Source: an optimization exercise on an open RTL-to-GDS flow (aim: small area, a short achievable clock period and few clock cycles per item). Production flows keep margins and buffers that such runs may drop. RTL that was checked went through simulation tests only; none was proved equivalent to the original. No functional check of the RTL was part of runs 1 and 2.

==> flow/design.v <==
module re_dist_add #(parameter W = 8) (
    input  wire [W-1:0] a,
    input  wire [W-1:0] b,
    input  wire         cin,
    output wire [W-1:0] s,
    output wire         cout
);
    localparam N = W + 1;
    localparam TOP = (N > 64) ? 64 : (N > 32) ? 32 : (N > 16) ? 16 : (N > 8) ? 8 : (N > 4) ? 4 : (N > 2) ? 2 : 1;
    reg [N-1:0] g, p;
    reg [W-1:0] hp;
    integer i, l;
    always @* begin
        g[0] = cin;
        p[0] = 1'b0;
        for (i = 0; i < W; i = i + 1) begin
            g[i+1] = a[i] & b[i];
            p[i+1] = a[i] ^ b[i];
            hp[i]  = a[i] ^ b[i];
        end
        for (l = 1; l < N; l = l * 2)
            for (i = 2 * l - 1; i < N; i = i + 2 * l) begin
                g[i] = g[i] | (p[i] & g[i-l]);
                p[i] = p[i] & p[i-l];
            end
        for (l = TOP; l >= 1; l = l / 2)
            for (i = 3 * l - 1; i < N; i = i + 2 * l) begin
                g[i] = g[i] | (p[i] & g[i-l]);
                p[i] = p[i] & p[i-l];
            end
    end
    assign s    = hp ^ g[W-1:0];
    assign cout = g[W];
endmodule
module re_dist (
    input  wire        clk,
    input  wire        rst,
    input  wire        start,
    input  wire        mode,
    input  wire [39:0] a,
    input  wire [39:0] b,
    input  wire [39:0] c,
    input  wire [39:0] d,
    input  wire [39:0] rx_time,
    output wire        ready,
    output reg         done,
    output wire        ok,
    output wire [63:0] tof,
    output wire [63:0] dist_mm
);
    localparam integer K = 6;
    localparam integer W = 65 + K;
    localparam [24:0] DIVC = 25'd32000000;
    localparam [24:0] CLO  = 25'd21896229;       
    reg        st_idle, st_m1, st_m2, st_div;
    reg [3:0]  sc;        
    reg [63:0] X;         
    reg        xo;        
    reg [39:0] Y;         
    reg [39:0] Cc;        
    reg [39:0] Dd;        
    reg [63:0] P;         
    reg [41:0] s;
    reg        bad;
    reg        okr;
    reg        started;
    reg [4:0]  pos;
    assign ready   = st_idle;
    assign ok      = okr;
    assign tof     = {33'd0, P[30:0]};
    assign dist_mm = {30'd0, Cc[33:0]};
    wire [K-1:0] chunk = Y[K-1:0];
    wire [W-1:0] pin   = {{(W-64){1'b0}}, P};
    wire [W-1:0] row [0:K-1];
    genvar gi;
    generate
        for (gi = 0; gi < K; gi = gi + 1) begin : g_row
            assign row[gi] = {{(W-64){1'b0}}, X & {64{chunk[gi]}}} << gi;
        end
    endgenerate
    wire [W-1:0] cs_s0 = row[0] ^ row[1] ^ row[2];
    wire [W-1:0] cs_c0 = ((row[0] & row[1]) | (row[0] & row[2]) | (row[1] & row[2])) << 1;
    wire [W-1:0] cs_s1 = row[3] ^ row[4] ^ row[5];
    wire [W-1:0] cs_c1 = ((row[3] & row[4]) | (row[3] & row[5]) | (row[4] & row[5])) << 1;
    wire [W-1:0] cs_s2 = pin ^ cs_s0 ^ cs_c0;
    wire [W-1:0] cs_c2 = ((pin & cs_s0) | (pin & cs_c0) | (cs_s0 & cs_c0)) << 1;
    wire [W-1:0] cs_s3 = cs_s1 ^ cs_c1 ^ cs_s2;
    wire [W-1:0] cs_c3 = ((cs_s1 & cs_c1) | (cs_s1 & cs_s2) | (cs_c1 & cs_s2)) << 1;
    wire [W-1:0] cs_s4 = cs_c2 ^ cs_s3 ^ cs_c3;
    wire [W-1:0] cs_c4 = ((cs_c2 & cs_s3) | (cs_c2 & cs_c3) | (cs_s3 & cs_c3)) << 1;
    wire [W-1:0] s3 = cs_s4;
    wire [W-1:0] c3 = cs_c4;
    wire [W-1:0] msum = s3 + c3;
    wire [63:0]  dval = ~msum[63:0];         
    wire         mbad = (|msum[W-1:64]) | (xo & (|chunk));
    wire         ylast = ~(|Y[39:K]);
    wire         m1end = st_m1 & ylast;
    wire         m2end = st_m2 & ylast & (sc[2] | sc[3]);
    wire [41:0] R = X[41:0];
    wire [42:0] ad_a = ({43{st_idle}}       & {3'b000, rx_time})
                     | ({43{sc[0]}}         & {3'b000, X[39:0]})
                     | ({43{sc[1] | sc[2]}} & {1'b0, s})
                     | ({43{sc[3]}}         & {R, P[63]});
    wire [42:0] ad_b = ({43{st_idle}}       & {3'b111, ~c})
                     | ({43{sc[0]}}         & {3'b000, Y})
                     | ({43{sc[1]}}         & {3'b000, Cc})
                     | ({43{sc[2]}}         & {3'b000, Dd})
                     | ({43{sc[3]}}         & ~{1'b0, s});
    wire        ad_c = st_idle | sc[3];
    wire [42:0] ad_s;
    wire        ad_co;
    re_dist_add #(.W(43)) u_add (.a(ad_a), .b(ad_b), .cin(ad_c), .s(ad_s), .cout(ad_co));
    wire [41:0] sa    = ad_s[41:0];
    wire [42:0] trial = ad_s;
    wire        q     = ad_co;           
    wire [41:0] r_nxt = q ? trial[41:0] : {R[40:0], P[63]};
    wire [49:0] sk_diff;
    wire        sk_ge;
    re_dist_add #(.W(50)) u_skip (.a({R, P[63:56]}), .b(~{8'd0, s}), .cin(1'b1), .s(sk_diff), .cout(sk_ge));
    wire        skip8 = ~started & (pos[4] | pos[3]) & ~sk_ge;
    wire        dlast = st_div & ~skip8 & (pos == 5'd0);
    wire [33:0] Q  = Cc[33:0];
    wire [24:0] R2 = Dd[24:0];
    wire [25:0] r2a;
    wire        c0;        
    re_dist_add #(.W(26)) u_r2a (.a({R2, 1'b0}), .b(~{1'b0, DIVC}), .cin(1'b1), .s(r2a), .cout(c0));
    wire [24:0] r2n0 = c0 ? r2a[24:0] : {R2[23:0], 1'b0};
    wire [33:0] qn0  = {Q[32:0], c0};
    wire        c1a = (R2 >= 25'd5051886);       
    wire        c1b = (R2 >= 25'd21051886);      
    wire [25:0] k1  = c1b ? (26'd42103771 ^ 26'h3ffffff) + 26'd1
                    : c1a ? (26'd10103771 ^ 26'h3ffffff) + 26'd1
                    : {1'b0, CLO};
    wire [25:0] t1;
    wire        t1co;
    re_dist_add #(.W(26)) u_t1 (.a({R2, 1'b0}), .b(k1), .cin(1'b0), .s(t1), .cout(t1co));
    wire [24:0] r2n1 = t1[24:0];
    wire [32:0] h1, h2;      
    wire        h1co, h2co;
    re_dist_add #(.W(33)) u_q2 (.a(Q[33:1]), .b(33'd0), .cin(1'b1), .s(h1), .cout(h1co));
    re_dist_add #(.W(33)) u_q3 (.a(Q[33:1]), .b({32'd0, Q[0]}), .cin(1'b1), .s(h2), .cout(h2co));
    wire [33:0] qp2 = {h1, Q[0]};                
    wire [33:0] qp3 = {h2, ~Q[0]};               
    wire [33:0] qn1 = c1b ? {qp3[32:0], 1'b0} : {qp2[32:0], c1a};
    always @(posedge clk) begin
        if (rst) begin
            st_idle <= 1'b1;
            st_m1   <= 1'b0;
            st_m2   <= 1'b0;
            st_div  <= 1'b0;
            sc      <= 4'd0;
            done    <= 1'b0;
        end else begin
            st_idle <= st_idle ? ~start : (m2end & (bad | mbad)) | dlast;
            st_m1   <= st_idle ? start : st_m1 & ~ylast;
            st_m2   <= m1end | (st_m2 & ~m2end);
            st_div  <= (m2end & ~(bad | mbad)) | (st_div & ~dlast);
            sc      <= st_idle ? {3'd0, start}
                     : ((m2end & (bad | mbad)) | dlast) ? 4'd0
                     : {sc[3] | sc[2], sc[1], sc[0], 1'b0};
            done    <= (m2end & (bad | mbad)) | dlast;
        end
    end
    always @(posedge clk) begin
        okr <= dlast & (|s);                  
        if (~st_idle & ~sc[3])
            s <= sa;
        if (st_idle) begin
            xo      <= 1'b0;
            bad     <= 1'b0;
            P       <= 64'd0;
            X       <= {24'd0, mode ? b : a};
            Y       <= mode ? sa[39:0] : b;
            Cc      <= mode ? a : c;
            Dd      <= d;
            pos     <= 5'd30;
            started <= 1'b0;
        end else if (st_div) begin
            Y       <= Y >> K;
            X[63:42] <= 22'd0;
            pos     <= pos - (skip8 ? 5'd8 : 5'd1);
            if (skip8) begin
                X[41:0] <= {R[33:0], P[63:56]};
                P       <= {P[55:0], 8'd0};
                Cc[33:0] <= 34'd0;
                Dd[24:0] <= 25'd0;
            end else begin
                X[41:0] <= r_nxt;
                P       <= {P[62:0], q};
                started <= started | q;
                if (started) begin
                    Cc[33:0] <= q ? qn1 : qn0;
                    Dd[24:0] <= q ? r2n1 : r2n0;
                end else begin
                    Cc[33:0] <= q ? 34'd4 : 34'd0;
                    Dd[24:0] <= q ? CLO : 25'd0;
                end
            end
        end else begin
            bad     <= bad | mbad;
            pos     <= 5'd30;
            started <= 1'b0;
            Y       <= Y >> K;
            P       <= msum[63:0];
            X       <= X << K;
            xo      <= xo | (|X[63:64-K]);
            if (m1end) begin
                P  <= dval;
                X  <= {24'd0, Cc};
                xo <= 1'b0;
                Y  <= Dd;
            end
            if (m2end) begin
                X <= {33'd0, dval[63:31]};
                P <= {dval[30:0], 33'd0};
            end
        end
    end
endmodule
==> flow/run.sh <==
#!/bin/bash
# synth_recipe.tcl (not shown) runs the flow's synth.tcl, then flattens the netlist and writes it again
# the make line also repeats each setting of config.mk as NAME=value (left out here)
make -C /OpenROAD-flow-scripts/flow DESIGN_CONFIG=/design/flow/config.mk WORK_HOME=/design/flow/orfs CLKGATE_MAP_FILE= SYNTH_SCRIPT=/design/flow/synth_recipe.tcl finish
==> flow/config.mk <==
export PLATFORM = sky130hd
export DESIGN_NAME = re_dist
export DESIGN_NICKNAME = re_dist
export VERILOG_FILES = /design/flow/design.v
export SDC_FILE = /design/flow/constraint.sdc
export NUM_CORES = 4
export LEC_CHECK = 0
export CAP_MARGIN = 20
export CORE_MARGIN = 2
export CORE_UTILIZATION = 40
export PLACE_DENSITY = 0.6
export SETUP_SLACK_MARGIN = 5
export SLEW_MARGIN = 20
==> flow/constraint.sdc <==
create_clock -name core_clock -period 12.0 [get_ports {clk}]
set_input_delay 2.4000 -clock core_clock [delete_from_list [all_inputs] [get_ports {clk}]]
set_output_delay 2.4000 -clock core_clock [all_outputs]
set_load 0.01 [all_outputs]
==> qor.yml, run 1 <==
run_status:
  status: "no timing/DRC/antenna violations"
sta:
  rsz0062_at_grt: "yes"
  fin_crit_sh_pct: 57.0
  relSlewSlack_pct: 24.1
  drv_slew: 0
  fmax_mhz: 146
  whs_ns: 0.504
  fin_setup_tns_ns: 0
  worstMarginPinSlew_ns: 1.14
  fin_crit_ns: 6.83
  setup_violations: 0
  skew_ns: 0.0170
  finalHoldViolCount: 0
synth:
  synthArstFlopShare_pct: 0
  synth_edf_count: 122
  syn-cell-area_mm2: 0.0371
  ys_types: 94
  synthMuxAreaShare_pct: 3.50
  synth_area_leaders: "fa_1 18%, dfxtp_1 10%, edfxtp_1 9.9%"
  synth_top_family_by_area: "adder cells"
  synth.most_common_cell: "nand2_1"
  ys_dominant_reg_cell: "dfxtp_1"
  synth-simple-area-share_pct: 16.9
  yosys_warnings: 5
  avgSynthCellArea_um2: 8.18
  ys_seq_elements: 308
  synth_top_area_share_pct: 18.3
  synthAdderAreaFrac_pct: 25.4
  synth_xor_area_share_pct: 2.85
  synth_compound_area_share_pct: 19.8
  yosysSeqAreaShare_pct: 19.9
  synthCells: 4532
  yosys.area.top_type: "fa_1"
  yosys-top-cells-count: "638 x nand2_1, 548 x inv_1, 338 x fa_1"
global_route:
  grt_pass1_vias: 33900
  grt-ovfl-total: 0
  grt_util_all_layers_pct: 31.4
  grt_max_degree: 146
  grt_pass1_wl_mm: 222
  grt_antenna_before_repair: 9
cts:
  clockRootBuffer: "clkbuf_16"
  clockBufferDepth: 3
  cts_buffers: 42
  clkSlewWorstSetupHoldPaths_ns: 0.06
  cts_hold_buffers: 0
  htree_levels: 2
  cts_setup_buffers: 0
  cts_tree: "built"
  cts_sinks: 308
  insertion_delay_ns: 0.61
placed_design:
  portBuffers: 271
  gp_congestion: 1.00
  dp.final_hpwl_mm: 117
  place_area_mm2: 0.0400
  dp_cells: 5739
die:
  dieArea_mm2: 0.0951
  die_w_um: 308
  num_rows: 111
  ioPinCount: 335
  fp.coreArea_mm2: 0.0918
  die_height_um: 308
  start_util_pct: 40.4
worst_hold_path:
  hold_path.class: "reg2reg"
detailed_routing:
  drt_first_pass_iters: 9
  route.detailed.drc: 0
  wire_per_inst_um: 25.8
  vias_per_cell: 5.90
  vias: 34400
  initialDrtViolationCount: 4283
  wl_mm: 150
  ant_nets: 0
critical_path:
  end_kind: "flip-flop"
  crit_arrival_ns: 7.35
  criticalPathCategory: "reg2reg"
  cp.required_ns: 12.51
  cp-start-kind: "flip-flop"
  cp_max_fo: 38
layout:
  final_nets: 5298
  drive_above_1_share_pct: 5.57
  fill_cells: 9205
  fin_area_mm2: 0.0415
  fin_cells: 5824
  area_growth_syn_to_layout_pct: 12.0
  final_util_pct: 45.2
flow_run:
  cap_viol_max_count: 0
path summary, 6_finish.rpt:
kind	slack [ns]	cells past startpoint	to	startpoint
worst max register to register	5.17	20	P[46]$_SDFF_PP0_	Y[0]$_DFF_P_
worst min register to register	0.50	2	pos[2]$_SDFF_PP1_	pos[2]$_SDFF_PP1_
worst min-delay path	0.50	2	pos[2]$_SDFF_PP1_	pos[2]$_SDFF_PP1_
worst max-delay path	5.17	20	P[46]$_SDFF_PP0_	Y[0]$_DFF_P_
critical path: stages, from the launching register on:
cell	delay (ns)
dfxtp_1	0.37
buf_4	0.32
buf_6	0.35
and2_1	0.20
fa_1	0.41
inv_1	0.08
fa_1	0.43
fa_1	0.51
fa_1	0.53
inv_1	0.05
ha_1	0.49
nand4_1	0.34
nor4_4	0.45
nand4_1	0.17
o21ai_2	0.34
nor2_1	0.13
o41ai_2	0.36
xnor2_1	0.51
mux2i_1	0.27
a21oi_1	0.12
a211oi_1	0.23
registers in the layout, summed over array words and instances, names as in the netlist, 4 cells and up:
name,cells
Y,40
Dd,40
P,64
X,64
s,42
sc,4
Cc,40
pos,5
cell usage in the layout, fill, tap and decap left out, types with 39 or more instances in the layout:
cell type        netlist  layout
and2_1               234     234
clkdlybuf4s50_1        0     270
dfxtp_1              186     177
xor2_1                51      49
nor2_1               204     201
xnor2_1               67      65
a222oi_1              85      85
buf_4                129      62
a22oi_1               57      57
nor3_1                40      39
a21oi_1              257     257
a211oi_1              63      61
mux2i_1               78      78
nand2_1              638     638
mux2_2                46      46
ha_1                 213     213
inv_1                548     547
nand4_1               54      54
edfxtp_1             122     122
o21ai_0              282     279
clkbuf_16              0      44
a21o_1                87      87
conb_1                 2      68
fa_1                 338     338
area by class of cell:
| cell class | count | area (um^2) | area share (%) |
|---|---|---|---|
| Antenna cell | 4 | 10.0 | 0.0241 |
| Timing Repair Buffer | 339 | 3270 | 7.87 |
| Tap cell | 1243 | 1560 | 3.75 |
| Inverter | 550 | 2070 | 4.98 |
| Clock buffer | 54 | 1180 | 2.84 |
| Multi-Input combinational cell | 3302 | 25800 | 62.2 |
| Sequential cell | 308 | 7410 | 17.9 |
| Clock inverter | 24 | 205 | 0.494 |
per-stage QoR:
| stage | setup slack, ns |
|---|---|
| after detailed placement | 4.31 |
| final | 5.17 |
| after global routing | 4.96 |
| after floorplan | 5.79 |
| after CTS | 5.00 |
| after global placement | 4.38 |
what timing repair did:
| action | in CTS | in global routing |
|---|---|---|
| setup endpoints to repair | 16 | 22 |
| gates cloned | 2 | 0 |
| pin swaps | 1 | 0 |
| hold endpoints to repair | 0 | 0 |
| resized for setup | 4 | 15 |
cells by family after synthesis:
kind of cell / count (synthesis)
other: 2
AO/OA/AOI/OAI: 1096
multiplexers: 124
adder cells (fa/ha/maj): 551
buffers and inverters: 990
AND/OR/NAND/NOR: 1342
flip-flops: 308
XOR/XNOR: 119
metal layers:
| metal | vias to the layer above | GRT usage (%) | share of wire, % |
|---|---|---|---|
| met5 | - | 0 | 0.021 |
| met4 | 4 | 13.2 | 4.8 |
| met3 | 320 | 6.91 | 10 |
| met2 | 1822 | 49.8 | 45 |
| met1 | 16900 | 41.2 | 40 |
| li1 | 15300 | - | - |
==> inputs of run 2 (changes only) <==
--- a/flow/config.mk
+++ b/flow/config.mk
@@ -7,7 +7,7 @@
 export LEC_CHECK = 0
 export CAP_MARGIN = 20
 export CORE_MARGIN = 2
-export CORE_UTILIZATION = 40
-export PLACE_DENSITY = 0.6
+export CORE_UTILIZATION = 65
+export PLACE_DENSITY = 0.75
 export SETUP_SLACK_MARGIN = 5
 export SLEW_MARGIN = 20
==> run 2 against run 1 <==
Still clean. Routed wire length decreased by 4.0%. Fmax decreased by 1.6%. Sequential share of layout area increased by 0.44 points.
==> qor.yml, run 2 <==
run_status:
  status: "no timing/DRC/antenna violations"
cts:
  cts_hold_buffers: 0  # unchanged
  cts_setup_buffers: 0  # unchanged
  cts_buffers: 38  # -9.5%
  clkSlewWorstSetupHoldPaths_ns: 0.06  # about the same
  clockRootBuffer: "clkbuf_16"
  cts_tree: "built"
  htree_levels: 2  # unchanged
  insertion_delay_ns: 0.61  # about the same
  cts_sinks: 308  # unchanged
  clockBufferDepth: 3  # unchanged
synth:
  synthMuxAreaShare_pct: 3.50  # unchanged
  synth-simple-area-share_pct: 16.9  # unchanged
  ys_seq_elements: 308  # unchanged
  synth_area_leaders: "fa_1 18%, dfxtp_1 10%, edfxtp_1 9.9%"
  syn-cell-area_mm2: 0.0371  # unchanged
  synth_top_area_share_pct: 18.3  # unchanged
  avgSynthCellArea_um2: 8.18  # unchanged
  yosys-top-cells-count: "638 x nand2_1, 548 x inv_1, 338 x fa_1"
  yosys.area.top_type: "fa_1"
  synthArstFlopShare_pct: 0  # unchanged
  ys_types: 94  # unchanged
  synthAdderAreaFrac_pct: 25.4  # unchanged
  synth.most_common_cell: "nand2_1"
  synth_edf_count: 122  # unchanged
  synth_top_family_by_area: "adder cells"
  synthCells: 4532  # unchanged
  synth_compound_area_share_pct: 19.8  # unchanged
  synth_xor_area_share_pct: 2.85  # unchanged
  ys_dominant_reg_cell: "dfxtp_1"
  yosysSeqAreaShare_pct: 19.9  # unchanged
  yosys_warnings: 5  # unchanged
die:
  die_w_um: 243  # -21%
  fp.coreArea_mm2: 0.0564  # -39%
  start_util_pct: 65.7  # +25 points
  ioPinCount: 335  # unchanged
  num_rows: 87  # -22%
  dieArea_mm2: 0.0589  # -38%
  die_height_um: 243  # -21%
global_route:
  grt_pass1_wl_mm: 215  # -3.5%
  grt-ovfl-total: 0  # unchanged
  grt_max_degree: 203  # +39%
  grt_antenna_before_repair: 12  # +3
  grt_pass1_vias: 35400  # +4.4%
  grt_util_all_layers_pct: 48.1  # +17 points
detailed_routing:
  wl_mm: 144  # -4.0%
  vias: 36000  # +4.7%
  vias_per_cell: 6.77  # +15%
  initialDrtViolationCount: 5951  # +39%
  route.detailed.drc: 0  # unchanged
  wire_per_inst_um: 27.1  # +5.2%
  drt_first_pass_iters: 14  # +5
  ant_nets: 0  # unchanged
sta:
  fin_crit_ns: 6.95  # +0.114 ns
  skew_ns: 0.0284  # +0.0114 ns
  worstMarginPinSlew_ns: 1.21  # +0.0739 ns
  fin_setup_tns_ns: 0  # unchanged
  finalHoldViolCount: 0  # unchanged
  drv_slew: 0  # unchanged
  fin_crit_sh_pct: 57.9  # +0.95 points
  relSlewSlack_pct: 19.1  # -4.9 points
  fmax_mhz: 144  # -1.6%
  fin_ws_ns: 5.05  # -0.114 ns
  rsz0062_at_grt: "no"
  setup_violations: 0  # unchanged
placed_design:
  gp_congestion: 1.05  # +4.8%
  place_ws_ns: 4.43  # +0.125 ns
  dp_cells: 5236  # -8.8%
  place_area_mm2: 0.0392  # -1.9%
  portBuffers: 271  # unchanged
  dp.final_hpwl_mm: 110  # -6.4%
critical_path:
  worstRegToRegCells: 18  # -10%
  cp_max_fo: 64  # +68%
  reg2reg_slack_ns: 5.05  # -0.11 ns
  cp-start-kind: "flip-flop"
  cp.required_ns: 12.45  # -0.06 ns
  criticalPathCategory: "reg2reg"
  r2r-start: "Y[1]$_DFF_P_"
  crit_arrival_ns: 7.40  # +0.05 ns
  timing.rr.end: "P[43]$_SDFF_PP0_"
  end_kind: "flip-flop"
flow_run:
  cap_viol_max_count: 0  # unchanged
layout:
  top_regs: "P (64), X (64), s (42)"
  area_growth_syn_to_layout_pct: 9.36
  layout_common_cells: "637 x nand2_1, 547 x inv_1, 338 x fa_1"
  final_nets: 5276  # -0.42%
  drive_above_1_share_pct: 4.94  # -0.63 points
  final_common_cell: "nand2_1"
  fill_cells: 4431  # -52%
  fin_area_mm2: 0.0405  # -2.4%
  fin_cells: 5313  # -8.8%
worst_hold_path:
  whs_path_depth: 2  # unchanged
  min_from: "bad$_SDFFE_PP0N_"
  hold_path.class: "reg2reg"
  whs_endpoint: "bad$_SDFFE_PP0N_"
## run 2: how the worst max path moves through the flow
stage | startpoint | to | slack, ns | cells after the start
final | Y[1]$_DFF_P_ | P[43]$_SDFF_PP0_ | 5.05 | 18
after global routing | Y[1]$_DFF_P_ | P[43]$_SDFF_PP0_ | 5.02 | 18
after CTS | rx_time[7] | Cc[2]$_DFFE_PP_ | 5.04 | 15
after detailed placement | rx_time[7] | Cc[2]$_DFFE_PP_ | 4.43 | 15
after global placement | rx_time[7] | Cc[2]$_DFFE_PP_ | 4.57 | 15
after floorplan | c[8] | X[22]$_DFF_P_ | 5.79 | 19
## run 2: cell families after synthesis
kind of cell / count (synthesis)
flops: 308
buf+inv: 990
simple gates: 1342
compound gates: 1096
mux: 124
xor+xnor: 119
fa+ha+maj: 551
other cells: 2
## run 2: worst max-delay path: stages (launching register included)
cell       delay [ns]
dfxtp_1          0.48
buf_6            0.40
and2_1           0.23
fa_1             0.43
inv_1            0.08
fa_1             0.44
fa_1             0.47
fa_1             0.55
inv_1            0.04
ha_1             0.42
nand2_1          0.21
o21ai_0          0.52
a22oi_1          0.26
a211oi_1         0.42
nor4b_2          0.14
xnor2_1          0.78
xnor2_1          0.13
a2111oi_0        0.58
a211oi_1         0.10
## run 2: what timing repair did
item	CTS	global route
endpoints found under the hold margin	0	0
setup endpoints to repair	4	34
gates cloned	0	1
pin swaps	0	1
resized for setup	2	12
## run 2: stage by stage
stage / util, % / hold WS (ns)
2_1_floorplan: - / 0.456
3_3_place_gp: 69.6 / 0.476
3_5_place_dp: 69.6 / 0.483
4_1_cts: 71.7 / 0.503
5_1_grt: 71.9 / 0.532
6_report: 71.9 / 0.502
## run 2: area by class of cell
| cell class | instances | area, um^2 | share of cell area [%] |
|---|---|---|---|
| clock inverter | 16 | 125 | 0.309 |
| clock buffer | 54 | 1070 | 2.65 |
| timing repair buffer | 322 | 3120 | 7.70 |
| antenna | 6 | 15.0 | 0.0370 |
| multi-input combinational | 3301 | 25800 | 63.6 |
| tap | 756 | 946 | 2.33 |
| sequential | 308 | 7410 | 18.3 |
| inverter | 550 | 2070 | 5.10 |
## run 2: per-layer routing
metal | up-vias | global-route usage (%) | part of all wire, %
met3 | 750 | 14.3 | 14
met2 | 2927 | 73.4 | 44
met5 | - | 0 | 0.055
met4 | 8 | 32.5 | 8.2
li1 | 15300 | - | -
met1 | 17000 | 58.9 | 34
==> inputs of run 3 (changes only) <==
--- a/flow/design.v
+++ b/flow/design.v
@@ -57,6 +57,7 @@
     reg [63:0] X;         
     reg        xo;        
     reg [39:0] Y;         
+    reg [K-1:0] ycn;      
     reg [39:0] Cc;        
     reg [39:0] Dd;        
     reg [63:0] P;         
@@ -75,7 +76,7 @@
     genvar gi;
     generate
         for (gi = 0; gi < K; gi = gi + 1) begin : g_row
-            assign row[gi] = {{(W-64){1'b0}}, X & {64{chunk[gi]}}} << gi;
+            assign row[gi] = {{(W-64){1'b0}}, X[63:32] & {32{~ycn[gi]}}, X[31:0] & {32{chunk[gi]}}} << gi;
         end
     endgenerate
     wire [W-1:0] cs_s0 = row[0] ^ row[1] ^ row[2];
@@ -171,12 +172,14 @@
             P       <= 64'd0;
             X       <= {24'd0, mode ? b : a};
             Y       <= mode ? sa[39:0] : b;
+            ycn     <= ~(mode ? sa[K-1:0] : b[K-1:0]);
             Cc      <= mode ? a : c;
             Dd      <= d;
             pos     <= 5'd30;
             started <= 1'b0;
         end else if (st_div) begin
             Y       <= Y >> K;
+            ycn     <= ~Y[2*K-1:K];
             X[63:42] <= 22'd0;
             pos     <= pos - (skip8 ? 5'd8 : 5'd1);
             if (skip8) begin
@@ -201,6 +204,7 @@
             pos     <= 5'd30;
             started <= 1'b0;
             Y       <= Y >> K;
+            ycn     <= ~Y[2*K-1:K];
             P       <= msum[63:0];
             X       <= X << K;
             xo      <= xo | (|X[63:64-K]);
@@ -209,6 +213,7 @@
                 X  <= {24'd0, Cc};
                 xo <= 1'b0;
                 Y  <= Dd;
+                ycn <= ~Dd[K-1:0];
             end
             if (m2end) begin
                 X <= {33'd0, dval[63:31]};
==> run 3 against run 2 <==
Still clean. Non-clock buffer count grew 2. Utilization grew 0.39 points. Critical endpoint is now Cc[6]$_DFFE_PP_. Area after synthesis decreased by 0.86%. Routed wire length decreased by 3.4%. Count of clock-buffer cells in the layout rose by 1. Global-route usage is 1.2 points lower.
==> qor.yml, run 3 <==
synth:
  ys_dominant_reg_cell: "dfxtp_1"
  yosys.area.top_type: "fa_1"
  synthCells: 4385  # -3.2%
  synthArstFlopShare_pct: 0  # unchanged
  synth_top_area_share_pct: 18.4  # +0.16 points
  yosysSeqAreaShare_pct: 20.4  # +0.50 points
  yosys-top-cells-count: "525 x inv_1, 472 x nand2_1, 338 x fa_1"
  yosys_warnings: 5  # unchanged
  synth_area_leaders: "fa_1 18%, dfxtp_1 10%, edfxtp_1 10%"
  ys_types: 91  # -3.2%
  syn-cell-area_mm2: 0.0367  # -0.86%
  ys_seq_elements: 314  # +1.9%
  synth_edf_count: 122  # unchanged
  synth.most_common_cell: "inv_1"
  avgSynthCellArea_um2: 8.38  # +2.5%
die:
  ioPinCount: 335  # unchanged
  fp.coreArea_mm2: 0.0562  # -0.39%
  die_height_um: 242  # -0.42%
  num_rows: 87  # unchanged
  start_util_pct: 65.4  # -0.31 points
  dieArea_mm2: 0.0584  # -0.85%
  die_w_um: 242  # -0.42%
critical_path:
  cp-startpoint: "c[0]"
  cp.required_ns: 12.30  # -0.15 ns
  end_kind: "flip-flop"
  cp_max_fo: 74  # +16%
  cp-start-kind: "input port"
  crit_arrival_ns: 7.19  # -0.21 ns
  criticalPathCategory: "in2reg"
  r2r-start: "Y[2]$_DFF_P_"
cts:
  cts_hold_buffers: 0  # unchanged
  cts_tree: "built"
  cts_buffers: 40  # +5.3%
  clkSlewWorstSetupHoldPaths_ns: 0.06  # about the same
  cts_sinks: 314  # +1.9%
  htree_levels: 2  # unchanged
  insertion_delay_ns: 0.61  # about the same
  clockBufferDepth: 3  # unchanged
  clockRootBuffer: "clkbuf_16"
sta:
  fin_crit_ns: 6.89  # -0.0622 ns
  rsz0062_at_grt: "no"
  worstMarginPinSlew_ns: 1.26  # +0.0431 ns
  setup_violations: 0  # unchanged
  fin_crit_sh_pct: 57.4  # -0.52 points
  relSlewSlack_pct: 15.5  # -3.6 points
  fin_setup_tns_ns: 0  # unchanged
  finalHoldViolCount: 0  # unchanged
  drv_slew: 0  # unchanged
  fmax_mhz: 145  # +0.90%
  skew_ns: 0.0266  # -0.00178 ns
worst_hold_path:
  min_from: "Dd[35]$_DFFE_PP_"
  hold_path.class: "reg2reg"
detailed_routing:
  initialDrtViolationCount: 5027  # -16%
  route.detailed.drc: 0  # unchanged
  wl_met1_mm: 49.9  # +1.1%
  wire_per_inst_um: 26.8  # -1.0%
  wl_met2_mm: 59.4  # -5.4%
  vias_per_cell: 6.66  # -1.7%
  wl_mm: 139  # -3.4%
  maxUsedRoutingLayer: "met5"
  route.met3.wl_mm: 19.0  # -5.4%
  vias: 34500  # -4.0%
  ant_nets: 0  # unchanged
  drt_first_pass_iters: 14  # unchanged
run_status:
  status: "no timing/DRC/antenna violations"
flow_run:
  cap_viol_max_count: 0  # unchanged
placed_design:
  dp.final_hpwl_mm: 104  # -5.3%
  portBuffers: 271  # unchanged
  dp_cells: 5108  # -2.4%
  gp_congestion: 1.09  # +3.7%
layout:
  layout_common_cells: "524 x inv_1, 471 x nand2_1, 338 x fa_1"
  final_util_pct: 72.3  # +0.39 points
  top_regs: "P (64), X (64), s (42)"
  area_growth_syn_to_layout_pct: 10.5
  final_nets: 5151  # -2.4%
  drive_above_1_share_pct: 4.99  # +0.047 points
  final_common_cell: "inv_1"
  fin_cells: 5187  # -2.4%
global_route:
  grt_pass1_wl_mm: 208  # -3.2%
  grt_antenna_before_repair: 10  # -2
  grt_max_degree: 174  # -14%
  grt_util_all_layers_pct: 46.9  # -1.2 points
  grt-ovfl-total: 0  # unchanged
  grt_pass1_vias: 33900  # -4.3%
run 3: changes by cell type after synthesis, sizes merged, moves of 67 or more:
| cell | previous run | this run |
|---|---|---|
| and2 | 237 | 133 |
| nand2 | 639 | 472 |
| nand2b | 13 | 89 |
| nor2b | 8 | 127 |
| o21ai | 288 | 221 |
| o22ai | 20 | 88 |
run 3: layout make-up:
cell class / instances / area (um^2)
Multi-Input combinational cell: 3189 / 25600
Clock buffer: 55 / 1140
Fill cell: 4464 / 15600
Antenna cell: 3 / 7.51
Timing Repair Buffer: 324 / 3160
Clock inverter: 19 / 246
Tap cell: 756 / 946
Inverter: 527 / 1980
Sequential cell: 314 / 7530
run 3: routing by layer:
layer / vias up / global-route usage (%)
met3: 619 / 12.6
met1: 16400 / 60.1
met4: 6 / 29.5
li1: 14800 / -
met5: - / 0
met2: 2688 / 70.6
run 3: path summary, 6_finish.rpt:
kind	to	slack, ns	cells after the start
setup reg to reg	X[19]$_DFF_P_	5.23	20
hold / removal	Y[35]$_DFF_P_	0.49	2
setup / recovery	Cc[6]$_DFFE_PP_	5.11	16
hold reg to reg	Y[35]$_DFF_P_	0.49	2
run 3: cell families (layout without fill, tap and decap cells):
| logic type | Yosys count | count (layout) | share of synthesized area, % |
|---|---|---|---|
| multiplexers | 140 | 140 | 3.92 |
| buffers and inverters | 948 | 925 | 11.2 |
| adder cells (fa/ha/maj) | 551 | 551 | 25.7 |
| flip-flops | 314 | 314 | 20.4 |
| AO/OA/AOI/OAI | 1070 | 1070 | 19.5 |
| XOR/XNOR | 126 | 126 | 3.04 |
| other | 2 | 71 | 0.0204 |
| AND/OR/NAND/NOR | 1234 | 1234 | 16.3 |
run 3: timing repair:
| item | in CTS | in global routing |
|---|---|---|
| pin swaps | 0 | 2 |
| gates cloned | 0 | 0 |
| gates resized for setup | 6 | 26 |
| endpoints found under the setup margin | 16 | 103 |
| buffers inserted | 0 | 2 |
run 3: worst max-delay path, stage by stage:
cell,delay [ns]
clkdlybuf4s50_1,0.55
o221ai_1,0.24
a221oi_1,0.12
fa_1,0.54
nand2b_1,0.21
a21oi_1,0.33
a2bb2oi_2,0.29
a211o_1,0.27
a41oi_2,0.24
a21oi_2,0.33
a211o_4,0.23
a31o_4,0.30
clkbuf_8,0.57
nand2_1,0.17
xor2_1,0.20
o22ai_1,0.11
run 3: through the flow:
stage | worst slack [ns] | hold WS, ns | area [um^2]
2_1_floorplan | 5.64 | 0.444 | 37000
3_3_place_gp | 4.36 | 0.461 | 39000
3_5_place_dp | 4.29 | 0.481 | 39000
4_1_cts | 4.88 | 0.495 | 40400
5_1_grt | 5.00 | 0.526 | 40600
6_report | 5.11 | 0.485 | 40600
Testbench counts of run 3, summed over its fixed seeds: cycles 6,976, items 320.

[re-timing with driven ports]
How much do the figures lean on ideal ports? The routed layouts below were timed once more, with nothing changed but the port constraints.
Step 1: set_driving_cell puts a clkbuf_16 on clk and a buf_2 on each other input, an assumption about the parent block.
Step 2 times the ports against the registers' clock, not the clock port: input delays grow and output delays shrink by t, the midpoint of the rising clock arrivals with the driver on.
a / b / c = ideal ports / drivers / drivers and shift; a / b = the first two.
run | t (ns) | setup WS [ns] | clock arrival spread, ns | worst slew at a driven data input, ns | cell pins on the clock port's net
run 1 | 0.671 | 5.165 / 5.165 / 4.561 | 0.017 / 0.017 | 0.10 | 1
run 2 | 0.663 | 5.051 / 5.051 / 4.544 | 0.029 / 0.028 | 0.07 | 1
run 3 | 0.667 | 5.113 / 5.156 / 4.489 | 0.027 / 0.027 | 0.07 | 1
After both steps setup and hold are still met in every run listed. The setup slack of run 3, which loses most, moves by +0.043 ns with the drivers and by -0.624 ns with both steps.
